Source: an optimization exercise on an open RTL-to-GDS flow (aim: small area and few clock cycles). Production flows keep margins and buffers that such runs may drop.
RTL that was checked went through simulation tests only; none was proved equivalent to the original.
Power and IR drop assume default switching activity.

v6:
==> flow/design.v (excerpt) <==
module sponge_engine (
    input  wire          clk,
    input  wire          rst,
    input  wire          cmd_valid,
    output wire          cmd_ready,
    input  wire [31:0]   cmd_hdr,
    input  wire          din_valid,
    output wire          din_ready,
    input  wire [126:0]  din_data,
    output wire          rsp_valid,
    input  wire          rsp_ready,
    output wire [31:0]   rsp_word,
    output wire          dout_valid,
    input  wire          dout_ready,
    output wire [126:0]  dout_data,
    output wire          dout_last,
    output wire          preq_valid,
    input  wire          preq_ready,
    output wire [507:0]  preq_state,
    input  wire          prsp_valid,
    output wire          prsp_ready,
    input  wire [507:0]  prsp_state,
    output wire          st_busy,
    output wire [2:0]    st_fault,
    output wire [4:0]    st_io_count,
    output wire [4:0]    st_pattern_len,
    output wire [5:0]    st_out_len
);
For scale: roughly 13000 cells after synthesis, ~5000 flip-flops.
clock: 14.0 ns
lec_check: 0
cap_margin: 20
core_margin: 2
core_utilization: 40
slew_margin: 20
standard.sh (not shown) runs the stock make flow with config.mk's settings and CLKGATE_MAP_FILE= SYNTH_SCRIPT=/design/flow/synth_recipe.tcl, a recipe that flattens the netlist after the stock synthesis.
==> flow/flow/run.sh <==
#!/bin/bash
# Layout flow: the standard flow with buf_1 port buffers and a lighter clock tree.
set -e
export BUFFER_PORTS_ARGS="-buffer_cell sky130_fd_sc_hd__buf_1"
export CTS_ARGS="-sink_clustering_enable -repair_clock_nets -dont_use_dummy_load -buf_list sky130_fd_sc_hd__clkbuf_4 -sink_clustering_size 10 -sink_clustering_max_diameter 40"
bash standard.sh > standard.log 2>&1
For v7, these inputs were changed with respect to v6:
--- a/flow/design.v
+++ b/flow/design.v
@@ -164,25 +164,25 @@
             end
         end
     end
     wire [FB-1:0] x1 = ({FB{xl[1]}} & lane1) | ({FB{xp[1]}} & prsp_state[2*FB-1:FB]);
     wire [FB-1:0] x2 = ({FB{xl[2]}} & lane2) | ({FB{xp[2]}} & prsp_state[3*FB-1:2*FB]);
     wire [FB-1:0] x3 = ({FB{xl[3]}} & lane3) | ({FB{xp[3]}} & prsp_state[4*FB-1:3*FB]);
     wire [FB-1:0] y1 = ({FB{yl[1]}} & lane1) | ({FB{yd[1]}} & din_data);
     wire [FB-1:0] y2 = ({FB{yl[2]}} & lane2) | ({FB{yd[2]}} & din_data);
     wire [FB-1:0] y3 = ({FB{yl[3]}} & lane3) | ({FB{yd[3]}} & din_data);
     wire [FB-1:0] s1, s2, s3;
     sponge_madd u_add1 (.a(x1), .b(y1), .s(s1));
     sponge_madd u_add2 (.a(x2), .b(y2), .s(s2));
-    sponge_madd u_add3 (.a(x3), .b(y3), .s(s3));
+    sponge_madd #(.BW(4)) u_add3 (.a(x3), .b(y3), .s(s3));
     assign preq_state = {s3, lane2, lane1, lane0};
     wire l0_tag  = (phase == STT) && din_fire && !bad;
     always @(posedge clk) begin
         if (comb || l0_tag) lane0 <= l0_tag ? din_data : prsp_state[FB-1:0];
         lane1 <= s1;
         lane2 <= s2;
         lane3 <= s3;
     end
     wire dl_en   = ((phase == RSP) && sq_good) || (phase == DOUT);
     wire dload   = dl_en && (dn != out_len) && (dn[1:0] == orho) && (!dv || dout_fire);
     reg  [8*FB-1:0] otail;
     reg  [FB-1:0]   dnext;
@@ -398,32 +398,33 @@
                     if (dload) begin
                         dn <= dn + 6'd1;
                         dv <= 1'b1;
                     end else if (dout_fire) begin
                         dv <= 1'b0;
                     end
                     if (dout_fire && (dn == out_len) && !dload) phase <= IDLE;
                 end
             endcase
         end
     end
 endmodule
-module sponge_madd (
+module sponge_madd #(
+    parameter BW = 8                
+) (
     input  wire [126:0] a,
     input  wire [126:0] b,
     output wire [126:0] s
 );
     localparam N  = 127;
-    localparam BW = 8;
-    localparam NB = 16;
+    localparam NB = (N + BW - 1) / BW;
     wire [N-1:0] p = a ^ b;
     wire [N-1:0] g = a & b;
     wire [N:0] cz;
     wire [N:0] c;
     wire [NB-1:0] bg, bp;
     wire [NB:0]   bcz;       
     wire [NB:0]   bpp;       
     wire [NB-1:0] bcin;
     wire          cin;
     genvar i, j;
     generate
         for (j = 0; j < NB; j = j + 1) begin : blk
@@ -432,26 +433,43 @@
             assign cz[LO] = 1'b0;
             for (i = LO; i <= HI; i = i + 1) begin : bit_z
                 if (i < HI) assign cz[i+1] = g[i] | (p[i] & cz[i]);
             end
             assign bg[j] = g[HI] | (p[HI] & cz[HI]);
             assign bp[j] = &p[HI:LO];
             assign c[LO] = bcin[j];
             for (i = LO; i <= HI; i = i + 1) begin : bit_c
                 if (i < HI) assign c[i+1] = g[i] | (p[i] & c[i]);
                 assign s[i] = p[i] ^ c[i];
             end
         end
-        assign bcz[0] = 1'b0;
-        assign bpp[0] = 1'b1;
+        wire [NB/4-1:0] sg, sp;
+        wire [NB/4:0]   scz, spp;
+        for (j = 0; j < NB/4; j = j + 1) begin : sgrp
+            assign sg[j] = bg[4*j+3] | (bp[4*j+3] & (bg[4*j+2] | (bp[4*j+2] & (bg[4*j+1] | (bp[4*j+1] & bg[4*j])))));
+            assign sp[j] = &bp[4*j+3:4*j];
+        end
+        assign scz[0] = 1'b0;
+        assign spp[0] = 1'b1;
+        for (j = 0; j < NB/4; j = j + 1) begin : schain
+            assign scz[j+1] = sg[j] | (sp[j] & scz[j]);
+            assign spp[j+1] = spp[j] & sp[j];
+        end
         for (j = 0; j < NB; j = j + 1) begin : bchain
-            assign bcz[j+1] = bg[j] | (bp[j] & bcz[j]);
-            assign bpp[j+1] = bpp[j] & bp[j];
+            if (j % 4 == 0) begin : b0
+                assign bcz[j] = scz[j/4];
+                assign bpp[j] = spp[j/4];
+            end else begin : bn
+                assign bcz[j] = bg[j-1] | (bp[j-1] & bcz[j-1]);
+                assign bpp[j] = bpp[j-1] & bp[j-1];
+            end
         end
+        assign bcz[NB] = scz[NB/4];
+        assign bpp[NB] = spp[NB/4];
         assign cin = bcz[NB] | bpp[NB];
         for (j = 0; j < NB; j = j + 1) begin : bcin_g
             assign bcin[j] = bcz[j] | (cin & bpp[j]);
         end
     endgenerate
     assign c[N] = 1'b0;
     assign cz[N] = 1'b0;
 endmodule
==> comparison <==
- Compared with v6, in v7 synthesized area per cell closely matched the old numbers; tightest slew margin relative to the limit moved up; via count of the first global-routing pass has decreased.
- Compared with v6, in v7 count of nets left with antenna violations after detail routing stayed essentially flat, combined global-route utilization of all metal layers shows a reduction of 2.2 points, netlist area before placement lost 1.2%, final core utilization lower, critical path depth went down.
- Summary of v7 over v6: number of buffers outside the clock class in the layout decreased by 285 relative to the old numbers; final area -2.5%.
Testbench counts of v7, summed over its fixed seeds: cycles 10,061.
Function not checked in v6: the RTL went through the layout flow alone.

========
## before
Another version of the RTL of sponge_engine (not shown whole).
Size: ~13000 cells after synthesis, about 5000 flip-flops, ~1400 I/O pins, roughly 160000 µm² of cells after synthesis.
Settings: LEC_CHECK=0, CAP_MARGIN=20, CORE_MARGIN=2, CORE_UTILIZATION=40, SLEW_MARGIN=20; clock period 14.0 ns.
==> flow/flow/run.sh <==
#!/bin/bash
# Layout flow: the standard flow with buf_1 port buffers and a lighter clock tree.
set -e
export BUFFER_PORTS_ARGS="-buffer_cell sky130_fd_sc_hd__buf_1"
export CTS_ARGS="-sink_clustering_enable -repair_clock_nets -dont_use_dummy_load -buf_list {sky130_fd_sc_hd__clkbuf_4 sky130_fd_sc_hd__clkbuf_8} -sink_clustering_size 14 -sink_clustering_max_diameter 60"
bash standard.sh > standard.log 2>&1
| before | all stages done | FAIL | negative setup slack |
The inputs of after differ from those of before as listed below.
-- flow/design.v --
<<< before, line 107
    wire [FB-1:0] wdat = ({FB{m1}} & lane1) | ({FB{m2}} & lane2) | ({FB{m3}} & lane3);
    wire [3:1] wp_left = wp & ~{m3, m2, m1};
    assign prsp_ready = !rst && (pst == P_WAIT) && ((phase != SQZ) || (wp_left == 3'd0));
    wire   prsp_fire  = prsp_valid && prsp_ready;
    wire abs_req   = (phase == ABS) && (pst == P_REQ);
    wire abs_wait  = (phase == ABS) && (pst == P_WAIT);
>>> after, line 107
    wire [FB-1:0] wdat = ({FB{m1}} & lane1) | ({FB{m2}} & lane2) | ({FB{m3}} & lane3);
    wire [3:1] wp_left = wp & ~{m3, m2, m1};
    wire   prsp_take  = (pst == P_WAIT) && ((phase != SQZ) || (wp_left == 3'd0));
    assign prsp_ready = !rst && prsp_take;
    wire   prsp_fire  = prsp_valid && prsp_ready;
    wire   prsp_in    = prsp_valid && prsp_take;
    wire abs_req   = (phase == ABS) && (pst == P_REQ);
    wire abs_wait  = (phase == ABS) && (pst == P_WAIT);
<<< before, line 134
    assign st_out_len     = out_len;
    reg  clr_q;
    wire clr = rst || clr_q;
    wire [1:0] apos = absorb_pos;
    wire add_now = abs_free && din_valid && rem_nz && (absorb_pos != 2'd3);
    wire park_req  = abs_req && din_valid && rem_nz && preq_ready;    
    wire wait_in   = abs_wait && din_valid && rem_nz && (nb != 2'd3);
    wire park_wait = wait_in && !prsp_fire;                          
    wire comb      = prsp_fire;                             
    reg [3:1] xl, xp, yl, yd;
    integer k;
>>> after, line 136
    assign st_out_len     = out_len;
    reg  clr_q;
    wire clr = clr_q;
    wire [1:0] apos = absorb_pos;
    wire add_now = abs_free && din_valid && rem_nz && (absorb_pos != 2'd3);
    wire park_req  = abs_req && din_valid && rem_nz && preq_ready;    
    wire wait_in   = abs_wait && din_valid && rem_nz && (nb != 2'd3);
    wire park_wait = wait_in && !prsp_in;                            
    wire comb      = prsp_in;                               
    reg [3:1] xl, xp, yl, yd;
    integer k;
<<< before, line 173
    sponge_madd u_add2 (.a(x2), .b(y2), .s(s2));
    sponge_madd u_add3 (.a(x3), .b(y3), .s(s3));
    assign preq_state = {(creq ? s3 : lane3), lane2, lane1, lane0};
    wire l0_tag  = (phase == STT) && din_fire && !bad;
    always @(posedge clk) begin
>>> after, line 175
    sponge_madd u_add2 (.a(x2), .b(y2), .s(s2));
    sponge_madd u_add3 (.a(x3), .b(y3), .s(s3));
    assign preq_state = {s3, lane2, lane1, lane0};
    wire l0_tag  = (phase == STT) && din_fire && !bad;
    always @(posedge clk) begin
<<< before, line 440
            end
        end
        assign bcz[0] = 1'b0;
        assign bpp[0] = 1'b1;
        for (j = 0; j < NB; j = j + 1) begin : bchain
            assign bcz[j+1] = bg[j] | (bp[j] & bcz[j]);
            assign bpp[j+1] = bpp[j] & bp[j];
        end
        assign cin = bcz[NB] | bpp[NB];
        for (j = 0; j < NB; j = j + 1) begin : bcin_g
>>> after, line 442
            end
        end
        wire [NB/4-1:0] sg, sp;
        wire [NB/4:0]   scz, spp;
        for (j = 0; j < NB/4; j = j + 1) begin : sgrp
            assign sg[j] = bg[4*j+3] | (bp[4*j+3] & (bg[4*j+2] | (bp[4*j+2] & (bg[4*j+1] | (bp[4*j+1] & bg[4*j])))));
            assign sp[j] = &bp[4*j+3:4*j];
        end
        assign scz[0] = 1'b0;
        assign spp[0] = 1'b1;
        for (j = 0; j < NB/4; j = j + 1) begin : schain
            assign scz[j+1] = sg[j] | (sp[j] & scz[j]);
            assign spp[j+1] = spp[j] & sp[j];
        end
        for (j = 0; j < NB; j = j + 1) begin : bchain
            if (j % 4 == 0) begin : b0
                assign bcz[j] = scz[j/4];
                assign bpp[j] = spp[j/4];
            end else begin : bn
                assign bcz[j] = bg[j-1] | (bp[j-1] & bcz[j-1]);
                assign bpp[j] = bpp[j-1] & bp[j-1];
            end
        end
        assign bcz[NB] = scz[NB/4];
        assign bpp[NB] = spp[NB/4];
        assign cin = bcz[NB] | bpp[NB];
        for (j = 0; j < NB; j = j + 1) begin : bcin_g
[summary]
after: done, clean on timing, DRC and antenna
Summary of after over before: cell area after layout decreased 2.5%, fraction of the mapped netlist area in simple logic gates decreased 1.2 points.
after and before ended up with roughly the same number of hold violations in the final report.
In the tables for after and before, signed area change from the synthesized netlist to the final layout reads higher with before.
Diff before -> after | share of the cycle needed by the critical path after routing | decrease of 2.2 points
End point of the critical path = preq_state[460]: before; end point of the critical path = preq_state[420]: after
after against before: fraction of power consumed by combinational cells climbed 12 points, sequential share of layout area now sits higher, required time of the worst setup path held steady, hold buffer count at CTS held steady.
Area enclosed by the die boundary | after below before
In the tables for after and before, buffers plus inverters on the worst setup path reads lower with before.
after ended with more placement-stage worst setup slack than before.
Function was not checked in any run of this note: the RTL went through the layout flow alone.

========
sponge_engine with an RTL version that a note above also has.
For scale: roughly 12000 cells after synthesis, about 5000 flip-flops, about 1400 I/O pins, roughly 150000 um2 of cells after synthesis.
clock: 14.0 ns
lec_check: 0
cap_margin: 20
core_margin: 2
core_utilization: 40
slew_margin: 20
Scripts as last shown in full above: flow/flow/run.sh
The baseline completed without violations.
Testbench counts at the start, summed over its fixed seeds: cycles 10,061.
Rerun with:
--- a/flow/design.v
+++ b/flow/design.v
@@ -170,14 +170,14 @@
     wire [FB-1:0] y1 = ({FB{yl[1]}} & lane1) | ({FB{yd[1]}} & din_data);
     wire [FB-1:0] y2 = ({FB{yl[2]}} & lane2) | ({FB{yd[2]}} & din_data);
     wire [FB-1:0] y3 = ({FB{yl[3]}} & lane3) | ({FB{yd[3]}} & din_data);
     wire [FB-1:0] s1, s2, s3;
     sponge_madd u_add1 (.a(x1), .b(y1), .s(s1));
     sponge_madd u_add2 (.a(x2), .b(y2), .s(s2));
-    sponge_madd #(.BW(4)) u_add3 (.a(x3), .b(y3), .s(s3));
-    assign preq_state = {s3, lane2, lane1, lane0};
+    sponge_madd u_add3 (.a(x3), .b(y3), .s(s3));
+    assign preq_state = {(creq ? s3 : lane3), lane2, lane1, lane0};
     wire l0_tag  = (phase == STT) && din_fire && !bad;
     always @(posedge clk) begin
         if (comb || l0_tag) lane0 <= l0_tag ? din_data : prsp_state[FB-1:0];
         lane1 <= s1;
         lane2 <= s2;
         lane3 <= s3;
@@ -404,21 +404,20 @@
                     if (dout_fire && (dn == out_len) && !dload) phase <= IDLE;
                 end
             endcase
         end
     end
 endmodule
-module sponge_madd #(
-    parameter BW = 8                
-) (
+module sponge_madd (
     input  wire [126:0] a,
     input  wire [126:0] b,
     output wire [126:0] s
 );
     localparam N  = 127;
-    localparam NB = (N + BW - 1) / BW;
+    localparam BW = 8;
+    localparam NB = 16;
     wire [N-1:0] p = a ^ b;
     wire [N-1:0] g = a & b;
     wire [N:0] cz;
     wire [N:0] c;
     wire [NB-1:0] bg, bp;
     wire [NB:0]   bcz;       
@@ -439,35 +438,18 @@
             assign c[LO] = bcin[j];
             for (i = LO; i <= HI; i = i + 1) begin : bit_c
                 if (i < HI) assign c[i+1] = g[i] | (p[i] & c[i]);
                 assign s[i] = p[i] ^ c[i];
             end
         end
-        wire [NB/4-1:0] sg, sp;
-        wire [NB/4:0]   scz, spp;
-        for (j = 0; j < NB/4; j = j + 1) begin : sgrp
-            assign sg[j] = bg[4*j+3] | (bp[4*j+3] & (bg[4*j+2] | (bp[4*j+2] & (bg[4*j+1] | (bp[4*j+1] & bg[4*j])))));
-            assign sp[j] = &bp[4*j+3:4*j];
-        end
-        assign scz[0] = 1'b0;
-        assign spp[0] = 1'b1;
-        for (j = 0; j < NB/4; j = j + 1) begin : schain
-            assign scz[j+1] = sg[j] | (sp[j] & scz[j]);
-            assign spp[j+1] = spp[j] & sp[j];
-        end
+        assign bcz[0] = 1'b0;
+        assign bpp[0] = 1'b1;
         for (j = 0; j < NB; j = j + 1) begin : bchain
-            if (j % 4 == 0) begin : b0
-                assign bcz[j] = scz[j/4];
-                assign bpp[j] = spp[j/4];
-            end else begin : bn
-                assign bcz[j] = bg[j-1] | (bp[j-1] & bcz[j-1]);
-                assign bpp[j] = bpp[j-1] & bp[j-1];
-            end
+            assign bcz[j+1] = bg[j] | (bp[j] & bcz[j]);
+            assign bpp[j+1] = bpp[j] & bp[j];
         end
-        assign bcz[NB] = scz[NB/4];
-        assign bpp[NB] = spp[NB/4];
         assign cin = bcz[NB] | bpp[NB];
         for (j = 0; j < NB; j = j + 1) begin : bcin_g
             assign bcin[j] = bcz[j] | (cin & bpp[j]);
         end
     endgenerate
     assign c[N] = 1'b0;
The changed run finished clean.
Wire length rose by 8.2%.
Clock skew grows by 0.033 ns.
Final cell count grows by 1.0%.
Core utilization grows by 0.39 points.
Non-clock buffer count came out higher by 140.
Global-route usage came out higher by 2.0 points.
Clock power hardly moves.
Hold slack improves by 0.0076 ns.
Via count climbs by 3.6%.
Die area increases by 1.1%.
Sequential cell count stays the same.
Area after synthesis is higher by 1.1%.
Testbench counts after the change, summed over its fixed seeds: cycles 10,061.

==> afterwards: timing with drivers on the ports <==
In the flow no input, the clock included, has a driving cell. The finished layouts below were timed again as built, in two steps.
Step 1: set_driving_cell puts a clkbuf_16 on clk and a buf_2 on each other input, an assumption about the parent block.
Step 2 moves the port delays by t, midway between the first and last clock arrival at a register: inputs arrive t later, outputs are due t later. That takes back most of the time a late clock gives input paths.
Three values: ideal ports, drivers, drivers and shift; two values: the first two.
run	shift t [ns]	slack for setup (ns)	worst setup path at the end
v6	1.724	0.238 / 0.196 / 0.215	input to output
v7	1.725	0.372 / 0.244 / 0.505	input to output
before	1.260	-0.183 / -0.245 / -0.228	input to output
after	1.243	0.125 / 0.101 / 0.101	input to output
the first run of note 3	1.218	0.304 / 0.180 / 0.221	input to output
the second run of note 3	1.264	0.207 / 0.121 / 0.121	input to output
For the second run of note 3, which loses most, drivers alone change the setup slack by -0.086 ns; drivers and shift together by -0.086 ns.
